What follows belongs to an exercise in optimizing a design on an open flow for small area, a short achievable clock period and few clock cycles; a production flow would make more cautious choices. In this exercise RTL edits were held to simulation tests only and were not proved equivalent to the original. Power is estimated from default activity; no workload was simulated.

==> fjord: inputs <==
Design mscc, start of the top module:
module mscc (
    input  wire        clk,
    input  wire        rst_n,             
    input  wire        cmd_valid,
    input  wire [31:0] cmd_word,
    input  wire [31:0] cmd_now,
    input  wire        comm_seen,
    input  wire [3:0]  phys_overload,
    input  wire [3:0]  phys_lock,
    input  wire [3:0]  phys_hw_fault,
    input  wire [3:0]  phys_wd_fault,
    input  wire [63:0] phys_power_raw,
    input  wire [63:0] phys_pulse_count,
    input  wire [63:0] phys_window_ms,
    input  wire [3:0]  sim_overload,
    input  wire [3:0]  sim_lock,
    input  wire [3:0]  sim_hw_fault,
    input  wire [3:0]  sim_wd_fault,
    input  wire [63:0] sim_power_raw,
    input  wire [63:0] sim_pulse_count,
    input  wire [63:0] sim_window_ms,
    output wire        res_valid,
    output wire [31:0] res_word,
    output wire [3:0]  start_out,
    output wire [3:0]  reset_out,
    output wire [7:0]  duty
);
export LEC_CHECK = 0
export ABC_AREA = 1
export CAP_MARGIN = 20
export CORE_MARGIN = 2
export CORE_UTILIZATION = 55
export PLACE_DENSITY = 0.7
export SETUP_SLACK_MARGIN = 5
export SLEW_MARGIN = 20
export TNS_END_PERCENT = 10
create_clock -name core_clock -period 12.0 [get_ports {clk}]
standard.sh (not shown) runs the stock make flow with config.mk's settings and CLKGATE_MAP_FILE= SYNTH_SCRIPT=/design/flow/synth_recipe.tcl, a recipe that flattens the netlist after the stock synthesis.
==> flow/flow/run.sh <==
#!/bin/bash
set -uo pipefail
export BUFFER_PORTS_ARGS="-buffer_cell sky130_fd_sc_hd__buf_1"
export CTS_ARGS="-sink_clustering_enable -repair_clock_nets -dont_use_dummy_load"
bash standard.sh > standard_make.log 2>&1
status=$?
tail -n 40 standard_make.log
exit $status
==> nickel (differences from fjord) <==
--- a/flow/config.mk
+++ b/flow/config.mk
@@ -7,9 +7,8 @@
 export LEC_CHECK = 0
 export ABC_AREA = 1
 export CAP_MARGIN = 20
 export CORE_MARGIN = 2
 export CORE_UTILIZATION = 55
 export PLACE_DENSITY = 0.7
 export SETUP_SLACK_MARGIN = 5
 export SLEW_MARGIN = 20
-export TNS_END_PERCENT = 10
==> garnet (differences from fjord) <==
--- a/flow/design.v
+++ b/flow/design.v
@@ -601,56 +601,58 @@
     wire [25:0] rp625     = {dv_nq, 9'd0} + {3'd0, dv_nq, 7'd0} - {6'd0, dv_nq, 4'd0} +
                             {10'd0, dv_nq};
     wire [29:0] rprod     = {rp625, 4'd0};
     wire        ch_blk_lo = (dat[6:4] >= 3'd2) && (dat[6:4] <= 3'd5);
     wire        reg_hit   = (dat[15:7] == 9'd0) &&
                             ((dat[6:4] == 3'd0 && dat[3:0] <= 4'h6) ||
                              (dat[6:1] == 6'b001000) ||
                              (ch_blk_lo && dat[3:0] <= 4'h9));
-    wire        sys_blk = (dat[6:4] == 3'd0);
-    wire [15:0] rs_0 = {13'd0, run_count};
-    wire [15:0] rs_1 = {12'd0, run_mask};
-    wire [15:0] rs_2 = {13'd0, m_state};
-    wire [15:0] rs_3 = {stop_wait, faulted, confirmed, active};
-    wire [15:0] rs_4 = {8'd0, duty_r};
-    wire [15:0] rs_5 = {lf_valid, lf_timeout, 5'd0, lf_mask, 2'd0, lf_ch};
-    wire [15:0] rs_6 = {12'd0, stop_wait != 4'd0, m_state == M_COORD_START, comm_lost, initialized};
-    wire [15:0] rs_10 = {15'd0, inhibit};
-    wire [15:0] rs_11 = {9'd0, bcast};
-    wire        c_pulse = u_pulse[rch];
-    wire        c_safe  = u_safe[rch];
-    wire [7:0]  c_flags = {c_pulse, c_safe, reset_out[rch], start_out[rch], u_sim[rch],
-                           u_comm_ok[rch], u_locked[rch], u_running[rch]};
-    wire [4:0]  c_faults = u_faults[5*rch +: 5];
-    wire [2:0]  c_state  = u_state[3*rch +: 3];
-    wire [15:0] rc_0 = {12'd0, rpend == P_CLEAR, rpend == P_RESET || c_pulse,
-                        rpend == P_STOP, rpend == P_START};
-    wire [15:0] rc_1 = {9'd0, u_amp[7*rch +: 7]};
-    wire [15:0] rc_2 = u_power_valid[rch] ? u_power[16*rch +: 16] : 16'd0;
-    wire [15:0] rc_4 = {11'd0, c_faults};
-    wire [15:0] rc_5 = {6'd0, rch, c_flags};
-    wire [15:0] rc_6 = {13'd0, c_state};
-    wire [15:0] rc_7 = u_start_count[16*rch +: 16];
-    wire [15:0] rc_8 = u_fault_count[16*rch +: 16];
-    wire [15:0] rc_9 = {rpend != P_NONE || c_pulse, c_flags[6:0], c_faults, c_state};
-    function [15:0] sel16(input s, input [15:0] v);
-        sel16 = {16{s}} & v;
-    endfunction
-    wire [15:0] reg_val =
-        sel16(sys_blk && dat[3:0] == 4'h0, rs_0) | sel16(sys_blk && dat[3:0] == 4'h1, rs_1) |
-        sel16(sys_blk && dat[3:0] == 4'h2, rs_2) | sel16(sys_blk && dat[3:0] == 4'h3, rs_3) |
-        sel16(sys_blk && dat[3:0] == 4'h4, rs_4) | sel16(sys_blk && dat[3:0] == 4'h5, rs_5) |
-        sel16(sys_blk && dat[3:0] == 4'h6, rs_6) |
-        sel16(dat[6:4] == 3'd1 && !dat[0], rs_10) | sel16(dat[6:4] == 3'd1 && dat[0], rs_11) |
-        sel16(ch_blk_lo && dat[3:0] == 4'h0, rc_0) | sel16(ch_blk_lo && dat[3:0] == 4'h1, rc_1) |
-        sel16(ch_blk_lo && dat[3:0] == 4'h2, rc_2) | sel16(ch_blk_lo && dat[3:0] == 4'h4, rc_4) |
-        sel16(ch_blk_lo && dat[3:0] == 4'h5, rc_5) | sel16(ch_blk_lo && dat[3:0] == 4'h6, rc_6) |
-        sel16(ch_blk_lo && dat[3:0] == 4'h7, rc_7) | sel16(ch_blk_lo && dat[3:0] == 4'h8, rc_8) |
-        sel16(ch_blk_lo && dat[3:0] == 4'h9, rc_9);
+    reg         reg_hit_c;
+    reg  [15:0] reg_val;
+    always @* begin
+        reg_hit_c = 1'b1;
+        reg_val = 16'd0;
+        if (dat[6:4] == 3'd0) begin
+            case (dat[3:0])
+                4'h0: reg_val = {13'd0, run_count};
+                4'h1: reg_val = {12'd0, run_mask};
+                4'h2: reg_val = {13'd0, m_state};
+                4'h3: reg_val = {stop_wait, faulted, confirmed, active};
+                4'h4: reg_val = {8'd0, duty_r};
+                4'h5: reg_val = {lf_valid, lf_timeout, 5'd0, lf_mask, 2'd0, lf_ch};
+                4'h6: reg_val = {12'd0, stop_wait != 4'd0, m_state == M_COORD_START,
+                                 comm_lost, initialized};
+                default: reg_hit_c = 1'b0;
+            endcase
+        end else if (dat[6:4] == 3'd1) begin
+            reg_val = dat[0] ? {9'd0, bcast} : {15'd0, inhibit};
+        end else if (ch_blk_lo) begin
+            case (dat[3:0])
+                4'h0: reg_val = {12'd0, rpend == P_CLEAR, rpend == P_RESET || u_pulse[rch],
+                                 rpend == P_STOP, rpend == P_START};
+                4'h1: reg_val = {9'd0, u_amp[7*rch +: 7]};
+                4'h2: reg_val = u_power_valid[rch] ? u_power[16*rch +: 16] : 16'd0;
+                4'h3: reg_val = 16'd0;      
+                4'h4: reg_val = {11'd0, u_faults[5*rch +: 5]};
+                4'h5: reg_val = {6'd0, rch, u_pulse[rch], u_safe[rch], reset_out[rch],
+                                 start_out[rch], u_sim[rch], u_comm_ok[rch], u_locked[rch],
+                                 u_running[rch]};
+                4'h6: reg_val = {13'd0, u_state[3*rch +: 3]};
+                4'h7: reg_val = u_start_count[16*rch +: 16];
+                4'h8: reg_val = u_fault_count[16*rch +: 16];
+                4'h9: reg_val = {rpend != P_NONE || u_pulse[rch], u_safe[rch], reset_out[rch],
+                                 start_out[rch], u_sim[rch], u_comm_ok[rch], u_locked[rch],
+                                 u_running[rch], u_faults[5*rch +: 5], u_state[3*rch +: 3]};
+                default: reg_hit_c = 1'b0;
+            endcase
+        end else begin
+            reg_hit_c = 1'b0;
+        end
+    end
     function more_recent(input [5:0] pr, input integer i, input integer j);
         begin
             if (i < j)
                 more_recent = pr[(i == 0) ? (j - 1) : (i == 1) ? (j + 1) : 5];
             else
                 more_recent = !pr[(j == 0) ? (i - 1) : (j == 1) ? (i + 1) : 5];
         end
     endfunction
@@ -1028,21 +1030,22 @@
                 r_val_c = 16'd0;
             end
         end
     end
     wire rv_read = (op == OP_READ_REG) && (idx == 4'd0) && (msk == 4'd0) && reg_hit;
     wire rv_unit = (idx[3:2] == 2'b00) && (msk == 4'd0) && (dat == 16'd0);
     wire rv_stat = (op == OP_GET_STATUS) && rv_unit;
     wire rv_safe = (op == OP_IS_SAFE) && rv_unit;
-    wire [15:0] r_val_idle = sel16(rv_read, reg_val) | sel16(rv_stat, u_status[16*ch +: 16]) |
-                             sel16(rv_safe, {15'd0, u_safe[ch]});
-    assign r_val = sel16(fsm == S_IDLE, r_val_idle) |
-                   sel16(fsm == S_TICK, {1'b0, n_m_state, upd_state}) |
-                   sel16(fsm == S_DRESP, dv_nq) | sel16(fsm == S_DIV, 16'hFFFF);
+    wire [15:0] r_val_idle = rv_read ? reg_val :
+                             rv_stat ? u_status[16*ch +: 16] :
+                             rv_safe ? {15'd0, u_safe[ch]} : 16'd0;
+    assign r_val = (fsm == S_IDLE)  ? r_val_idle :
+                   (fsm == S_TICK)  ? {1'b0, n_m_state, upd_state} :
+                   (fsm == S_DRESP) ? dv_nq : 16'hFFFF;
     always @(posedge clk) begin
         last_comm   <= n_last_comm;
         t_start_seq <= n_t_start_seq;
         t_stop_seq  <= n_t_stop_seq;
     end
     always @(posedge clk) begin
         if (rst) begin
             fsm         <= S_IDLE;
--- a/flow/config.mk
+++ b/flow/config.mk
@@ -7,9 +7,8 @@
 export LEC_CHECK = 0
 export ABC_AREA = 1
 export CAP_MARGIN = 20
 export CORE_MARGIN = 2
 export CORE_UTILIZATION = 55
 export PLACE_DENSITY = 0.7
 export SETUP_SLACK_MARGIN = 5
 export SLEW_MARGIN = 20
-export TNS_END_PERCENT = 10
==> metrics.md <==
| Metric | Value |
|---|---|
| Largest net degree at the start of global routing | `71` |
| # placed instances | `11000` |
| Internal | `6300 uW` |
| Comb power frac | `17.6%` |
| Crit path depth | `16` |
| Register area | `28900 sq um` |
| Fillers | `11200` |
| Non-filler cells in the finished layout | `11200` |
| Fraction of the mapped netlist area in simple logic gates | `22.7%` |
| Area occupied by multi-input gates | `36900 sq um` |
| WL met1 | `110000 um` |
| Run status | `timing/DRC/antenna clean` |
| Crit path arrival time | `5.14 ns` |
the above is filed under fjord

==> metrics.md <==
| Metric | Value |
|---|---|
| Run status | `timing/DRC/antenna clean` |
| Largest net degree at the start of global routing | `72` |
| Met1 GRT Util | `58.0%` |
| Register area | `28900 sq um` |
| Comb power frac | `18.2%` |
| Crit path arrival time | `4.96 ns` |
| # placed instances | `11000` |
| Crit path depth | `11` |
| Share of flip-flops with an asynchronous set or reset | `0%` |
| Internal | `6340 uW` |
| Area occupied by multi-input gates | `37400 sq um` |
the above is filed under nickel

==> metrics.md <==
| Metric | Value |
|---|---|
| Run status | `timing/DRC/antenna clean` |
| Clock share of power | `35.0%` |
| Crit path depth | `18` |
| Fillers | `10900` |
| Startpoint types | `primary input` |
| Fraction of the mapped netlist area in simple logic gates | `22.6%` |
| Non-filler cells in the finished layout | `11400` |
| Internal | `6300 uW` |
| Sw frac | `29.3%` |
| Largest net degree at the start of global routing | `103` |
| Crit path arrival time | `5.03 ns` |
| Met1 GRT Util | `59.4%` |
| Number of buffers added on ports | `520` |
| Comb power frac | `18.6%` |
| Register area | `28900 sq um` |
| # placed instances | `11100` |
the above is filed under garnet

Testbench counts of fjord, summed over its fixed seeds: cycles 33,098.
Testbench counts of nickel, summed over its fixed seeds: cycles 33,098.
Testbench counts of garnet, summed over its fixed seeds: cycles 33,098.

-- afterwards: timing with drivers on the ports --
The flow's constraints put no driver on any port. The routed layouts listed below were extracted and timed again, unchanged, in two steps. Step 1 (the two cells are an assumption about what drives the block):
set clk [get_ports {clk}]
set_driving_cell -lib_cell sky130_fd_sc_hd__clkbuf_16 $clk
set_driving_cell -lib_cell sky130_fd_sc_hd__buf_2 [delete_from_list [all_inputs] $clk]
Step 2 also shifts input and output timing later by t, the mid clock arrival at the registers, as if the neighbouring blocks saw the same clock. Slacks: ideal / step 1 / step 2; pairs: ideal / step 1.
run | t, ns | slack for setup (ns) | hold WS [ns] | pins driven straight from the clock port
fjord | 0.820 | 4.462 / 4.422 / 4.422 | 0.397 / 0.397 / 0.397 | 1
nickel | 0.845 | 4.642 / 4.597 / 4.597 | 0.440 / 0.440 / 0.440 | 1
garnet | 0.827 | 4.575 / 4.529 / 4.195 | 0.423 / 0.423 / 0.423 | 1
After both steps every run listed still meets setup and hold. For garnet, which loses most, drivers alone change the setup slack by -0.046 ns; drivers and shift together by -0.380 ns.
